Background: an optimization exercise with open tools, aiming at small area, a short achievable clock period and few clock cycles per item. Do not read the settings as production practice.
Where RTL was checked, it was by simulation tests only, not by an equivalence proof against the original.
Power figures rest on the tool's default switching activity, not on a simulated workload.

==> run a: inputs <==
Design des_core, start of the top module:
module des_core (
  input  wire        clk,
  input  wire        rst,
  input  wire        start,
  input  wire [1:0]  op,
  input  wire [63:0] key,
  input  wire [63:0] din,
  output reg         busy,
  output reg         done,
  output reg         err,
  output wire [63:0] dout
);
clock: 10.0 ns
lec_check: 0
abc_area: 1
cap_margin: 20
core_margin: 2
core_utilization: 40
cts_buf_list: sky130_fd_sc_hd__clkbuf_4 sky130_fd_sc_hd__clkbuf_8
slew_margin: 20
standard.sh (not shown) runs the stock make flow with config.mk's settings and CLKGATE_MAP_FILE= SYNTH_SCRIPT=/design/flow/synth_recipe.tcl, a recipe that flattens the netlist after the stock synthesis.
==> flow/flow/run.sh <==
#!/bin/bash
# Own layout flow: the standard flow (standard.sh), with
#  - synthesis run by standard.sh with the ORFS scripts unchanged except the ABC
#    script that ABC_AREA=1 selects, which is replaced by flow/abc_area.script
#    (area mapping with map -a); no half/full-adder extraction (ADDER_MAP_FILE empty),
#  - port buffers of one fixed type (buf_1) instead of the default; timing repair
#    resizes them where needed,
set -euo pipefail
ARGS=(SETUP_SLACK_MARGIN=6.85 ADDER_MAP_FILE= "BUFFER_PORTS_ARGS=-buffer_cell sky130_fd_sc_hd__buf_1")
rm -rf own_scripts
cp -r "$FLOW_HOME/scripts" own_scripts
cp flow/abc_area.script own_scripts/abc_area.script
bash standard.sh "${ARGS[@]}" SCRIPTS_DIR="$PWD/own_scripts" synth > synth.log 2>&1
bash standard.sh "${ARGS[@]}" finish > standard.log 2>&1
==> flow/flow/abc_area.script <==
strash
dch
map -a
==> run b (differences from run a) <==
==> flow/flow/run.sh (replaced) <==
#!/bin/bash
# Own layout flow: the standard flow (standard.sh), with
#  - synthesis run by standard.sh with the ORFS scripts unchanged except the ABC
#    script that ABC_AREA=1 selects, which is replaced by flow/abc_area.script
#    (area mapping with map -a); no half/full-adder extraction (ADDER_MAP_FILE empty),
#  - port buffers of one fixed type (buf_1) instead of the default; timing repair
#    resizes them where needed,
set -euo pipefail
ARGS=(SETUP_SLACK_MARGIN=7.3 ADDER_MAP_FILE= "BUFFER_PORTS_ARGS=-buffer_cell sky130_fd_sc_hd__buf_1")
rm -rf own_scripts
cp -r "$FLOW_HOME/scripts" own_scripts
cp flow/abc_area.script own_scripts/abc_area.script
bash standard.sh "${ARGS[@]}" SCRIPTS_DIR="$PWD/own_scripts" synth > synth.log 2>&1
bash standard.sh "${ARGS[@]}" finish > standard.log 2>&1
==> run c (differences from run a) <==
--- a/flow/design.v
+++ b/flow/design.v
@@ -1642,102 +1642,148 @@
       pc2[5] = x[10];
       pc2[4] = x[14];
       pc2[3] = x[6];
       pc2[2] = x[20];
       pc2[1] = x[27];
       pc2[0] = x[24];
     end
   endfunction
-  function [55:0] rotl1;
-    input [55:0] v;
-    rotl1 = {v[54:28], v[55], v[26:0], v[27]};
-  endfunction
-  function [55:0] rotl2;
-    input [55:0] v;
-    rotl2 = {v[53:28], v[55:54], v[25:0], v[27:26]};
-  endfunction
-  function [55:0] rotr1;
-    input [55:0] v;
-    rotr1 = {v[28], v[55:29], v[0], v[27:1]};
+  function [27:0] rotl28;
+    input [27:0] v;
+    input [4:0]  n;
+    begin
+      rotl28 = (v << n) | (v >> (28 - n));
+    end
   endfunction
-  function [55:0] rotr2;
+  function [55:0] rotl56;
     input [55:0] v;
-    rotr2 = {v[29:28], v[55:30], v[1:0], v[27:2]};
+    input [4:0]  n;
+    begin
+      rotl56 = {rotl28(v[55:28], n), rotl28(v[27:0], n)};
+    end
   endfunction
   reg  [31:0] l_half, r_half;
   reg  [55:0] cd;
-  reg  [3:0]  cnt;
+  reg  [2:0]  cnt;
   reg         dec;
   reg         key_valid;
-  reg         run;           
-  wire accept = start && !run;
-  wire acc_ks  = accept && (op == 2'd0);
-  wire acc_blk = accept && (op == 2'd1 || op == 2'd2) && key_valid;
-  wire acc_dec = accept && (op == 2'd2) && key_valid;
-  wire [47:0] s_in = expand(r_half) ^ pc2(cd);
-  wire [31:0] s_out;
-  genvar g;
-  generate
-    for (g = 0; g < 8; g = g + 1) begin : g_sbox
-      des_sbox #(.BOX(g + 1)) u_sbox (.x(s_in[47 - 6*g -: 6]), .y(s_out[31 - 4*g -: 4]));
-    end
-  endgenerate
-  wire [31:0] r_next = l_half ^ pperm(s_out);
-  wire [63:0] ip_din = ip(din);
-  wire one = (cnt == 4'd0) || (cnt == 4'd7) || (cnt == 4'd14) || (cnt == 4'd15);
-  reg  [55:0] cd_step;
+  wire accept  = start && !busy;
+  wire is_ks   = (op == 2'd0);
+  wire is_blk  = (op == 2'd1) || (op == 2'd2);
+  wire last    = (cnt == 3'd7);
+  wire [63:0]  ip_din  = ip(din);
+  wire [55:0]  pc1_key = pc1(key);
+  reg [55:0] cd_k0;
   always @(*) begin
-    case ({dec, one})
-      2'b00:   cd_step = rotl2(cd);
-      2'b01:   cd_step = rotl1(cd);
-      2'b10:   cd_step = rotr2(cd);
-      default: cd_step = (cnt == 4'd15) ? cd : rotr1(cd);
+    cd_k0 = cd;
+  end
+  wire [47:0] rk0 = pc2(cd_k0);
+  reg [55:0] cd_k1;
+  always @(*) begin
+    case ({dec, cnt})
+      {1'b0, 3'd0}: cd_k1 = rotl56(cd, 5'd1);
+      {1'b0, 3'd1}: cd_k1 = rotl56(cd, 5'd2);
+      {1'b0, 3'd2}: cd_k1 = rotl56(cd, 5'd2);
+      {1'b0, 3'd3}: cd_k1 = rotl56(cd, 5'd2);
+      {1'b0, 3'd4}: cd_k1 = rotl56(cd, 5'd2);
+      {1'b0, 3'd5}: cd_k1 = rotl56(cd, 5'd2);
+      {1'b0, 3'd6}: cd_k1 = rotl56(cd, 5'd2);
+      {1'b0, 3'd7}: cd_k1 = rotl56(cd, 5'd1);
+      {1'b1, 3'd0}: cd_k1 = rotl56(cd, 5'd27);
+      {1'b1, 3'd1}: cd_k1 = rotl56(cd, 5'd26);
+      {1'b1, 3'd2}: cd_k1 = rotl56(cd, 5'd26);
+      {1'b1, 3'd3}: cd_k1 = rotl56(cd, 5'd26);
+      {1'b1, 3'd4}: cd_k1 = rotl56(cd, 5'd26);
+      {1'b1, 3'd5}: cd_k1 = rotl56(cd, 5'd26);
+      {1'b1, 3'd6}: cd_k1 = rotl56(cd, 5'd26);
+      {1'b1, 3'd7}: cd_k1 = rotl56(cd, 5'd27);
+      default: cd_k1 = cd;
     endcase
   end
+  wire [47:0] rk1 = pc2(cd_k1);
+  reg [55:0] cd_step;
+  always @(*) begin
+    case ({dec, cnt})
+      {1'b0, 3'd0}: cd_step = rotl56(cd, 5'd3);
+      {1'b0, 3'd1}: cd_step = rotl56(cd, 5'd4);
+      {1'b0, 3'd2}: cd_step = rotl56(cd, 5'd4);
+      {1'b0, 3'd3}: cd_step = rotl56(cd, 5'd3);
+      {1'b0, 3'd4}: cd_step = rotl56(cd, 5'd4);
+      {1'b0, 3'd5}: cd_step = rotl56(cd, 5'd4);
+      {1'b0, 3'd6}: cd_step = rotl56(cd, 5'd4);
+      {1'b0, 3'd7}: cd_step = rotl56(cd, 5'd2);
+      {1'b1, 3'd0}: cd_step = rotl56(cd, 5'd25);
+      {1'b1, 3'd1}: cd_step = rotl56(cd, 5'd24);
+      {1'b1, 3'd2}: cd_step = rotl56(cd, 5'd24);
+      {1'b1, 3'd3}: cd_step = rotl56(cd, 5'd25);
+      {1'b1, 3'd4}: cd_step = rotl56(cd, 5'd24);
+      {1'b1, 3'd5}: cd_step = rotl56(cd, 5'd24);
+      {1'b1, 3'd6}: cd_step = rotl56(cd, 5'd24);
+      {1'b1, 3'd7}: cd_step = rotl56(cd, 5'd27);
+      default: cd_step = cd;
+    endcase
+  end
+  wire [31:0] l0 = l_half, r0 = r_half;
+  wire [31:0] so0;
+  wire [47:0] si0 = expand(r0) ^ rk0;
+  genvar g0;
+  generate
+    for (g0 = 0; g0 < 8; g0 = g0 + 1) begin : g_sbox0
+      des_sbox #(.BOX(g0 + 1)) u_sbox (.x(si0[47 - 6*g0 -: 6]), .y(so0[31 - 4*g0 -: 4]));
+    end
+  endgenerate
+  wire [31:0] l1 = r0;
+  wire [31:0] r1 = l0 ^ pperm(so0);
+  wire [31:0] so1;
+  wire [47:0] si1 = expand(r1) ^ rk1;
+  genvar g1;
+  generate
+    for (g1 = 0; g1 < 8; g1 = g1 + 1) begin : g_sbox1
+      des_sbox #(.BOX(g1 + 1)) u_sbox (.x(si1[47 - 6*g1 -: 6]), .y(so1[31 - 4*g1 -: 4]));
+    end
+  endgenerate
+  wire [31:0] l2 = r1;
+  wire [31:0] r2 = l1 ^ pperm(so1);
   assign dout = fp({r_half, l_half});
   always @(posedge clk) begin
-    if (run) begin
-      l_half <= r_half;
-      r_half <= r_next;
+    if (busy) begin
+      l_half <= l2;
+      r_half <= r2;
     end else begin
       l_half <= ip_din[63:32];
       r_half <= ip_din[31:0];
     end
-    cnt <= run ? cnt + 4'd1 : 4'd0;
-    if (run)
+    cnt <= busy ? cnt + 1'b1 : {3{1'b0}};
+    if (busy)
       cd <= cd_step;
-    else if (acc_ks)
-      cd <= rotl1(pc1(key));
-    else if (acc_dec)
-      cd <= rotr1(cd);
-    if (acc_blk)
-      dec <= op[1];
+    else if (accept && is_ks)
+      cd <= rotl56(pc1_key, 5'd1);
+    else if (accept && op == 2'd2 && key_valid)
+      cd <= rotl56(cd, 5'd27);
     if (rst) begin
       busy      <= 1'b0;
-      run       <= 1'b0;
       done      <= 1'b0;
       err       <= 1'b0;
       key_valid <= 1'b0;
     end else begin
       done <= 1'b0;
       err  <= 1'b0;
-      if (run) begin
-        if (cnt == 4'd15) begin
+      if (busy) begin
+        if (last) begin
           busy <= 1'b0;
-          run  <= 1'b0;
           done <= 1'b1;
         end
       end else if (accept) begin
-        if (op == 2'd0) begin
+        if (is_ks) begin
           key_valid <= 1'b1;
           done      <= 1'b1;
-        end else if (acc_blk) begin
+        end else if (is_blk && key_valid) begin
           busy <= 1'b1;
-          run  <= 1'b1;
+          dec  <= op[1];
         end else begin
           done <= 1'b1;
           err  <= 1'b1;
         end
       end
     end
   end
 endmodule
==> flow/flow/run.sh (replaced) <==
#!/bin/bash
# Own layout flow: the standard flow (standard.sh), with
#  - synthesis run by standard.sh with the ORFS scripts unchanged except the ABC
#    script that ABC_AREA=1 selects, which is replaced by flow/abc_area.script
#    (area mapping with map -a); no half/full-adder extraction (ADDER_MAP_FILE empty),
#  - port buffers of one fixed type (buf_1) instead of the default; timing repair
#    resizes them where needed,
set -euo pipefail
ARGS=(SETUP_SLACK_MARGIN=5.3 ADDER_MAP_FILE= "BUFFER_PORTS_ARGS=-buffer_cell sky130_fd_sc_hd__buf_1")
rm -rf own_scripts
cp -r "$FLOW_HOME/scripts" own_scripts
cp flow/abc_area.script own_scripts/abc_area.script
bash standard.sh "${ARGS[@]}" SCRIPTS_DIR="$PWD/own_scripts" synth > synth.log 2>&1
bash standard.sh "${ARGS[@]}" finish > standard.log 2>&1
==> qor summary <==
| metric | run c | run a | run b |
|---|---|---|---|
| Combined flip-flop and latch cell area | 3160 um2 | 3190 um2 | 3300 um2 |
| Largest net degree at the start of global routing | 77 | 105 | 105 |
| Non-clock buffer count in the final layout | 541 | 218 | 405 |
| Most area-hungry cell type in the Yosys netlist | sky130_fd_sc_hd__nand2_1 | sky130_fd_sc_hd__edfxtp_1 | sky130_fd_sc_hd__edfxtp_1 |
| Inverter count | 335 | 211 | 216 |
| WHS Path Cells | 1 | 2 | 1 |
| Multi-input gate share of the layout cell area | 0.585 | 0.498 | 0.445 |
| Number of clock buffers in the layout | 18 | 19 | 17 |
| Peak supply drop | 132 uV | 74.0 uV | 73.5 uV |
| Vias in the first global route | 19600 | 10300 | 11500 |
| Die outline area | 38900 um2 | 25100 um2 | 25100 um2 |
| Worst clock skew | 0.0256 ns | 0.0155 ns | 0.0128 ns |
| Run status | finished clean | finished clean | finished clean |
| Portion of total power attributed to the clock network | 0.121 | 0.309 | 0.246 |
| Routed length on met1 | 28900 um | 16600 um | 17100 um |
| Critical path arrival | 5.49 ns | 1.11 ns | 1.02 ns |
| Area growth from synthesis to layout | 50.0% | 22.9% | 60.3% |
| Layout fillers | 3382 | 2485 | 2014 |
| Min Clock Period, post-route | 5.05 ns | 3.11 ns | 3.02 ns |
| Die width | 197 um | 158 um | 158 um |
| Headroom to the max-slew limit | 0.319 | 0.416 | 0.396 |
| Ratio of total power to cell area | 209 nW/um2 | 151 nW/um2 | 130 nW/um2 |
Testbench counts of run a, summed over its fixed seeds: cycles 8,736, blocks 512.
Testbench counts of run b, summed over its fixed seeds: cycles 8,736, blocks 512.
The RTL of run c was laid out without a check of its function.

## port drivers added, routing unchanged
No port has a modelled driver above. Below, the same layouts with a new extraction and two added sets of constraints.
Step 1: set_driving_cell puts a clkbuf_16 on clk and a buf_2 on each other input, an assumption about the parent block.
Step 2 also shifts input and output timing later by t, the mid clock arrival at the registers, as if the neighbouring blocks saw the same clock.
Slacks: ideal / step 1 / step 2; pairs: ideal / step 1.
run	t, ns	setup WS [ns]	worst data-port slew with drivers (ns)	cell pins on the clock port's net
run a	0.502	6.894 / 6.853 / 6.427	0.06	1
run b	0.516	6.984 / 6.940 / 6.507	0.07	1
run c	0.554	4.947 / 4.947 / 4.947	0.07	1
After both steps every run listed still meets setup and hold. For run b, which loses most, drivers alone change the setup slack by -0.044 ns; drivers and shift together by -0.477 ns.
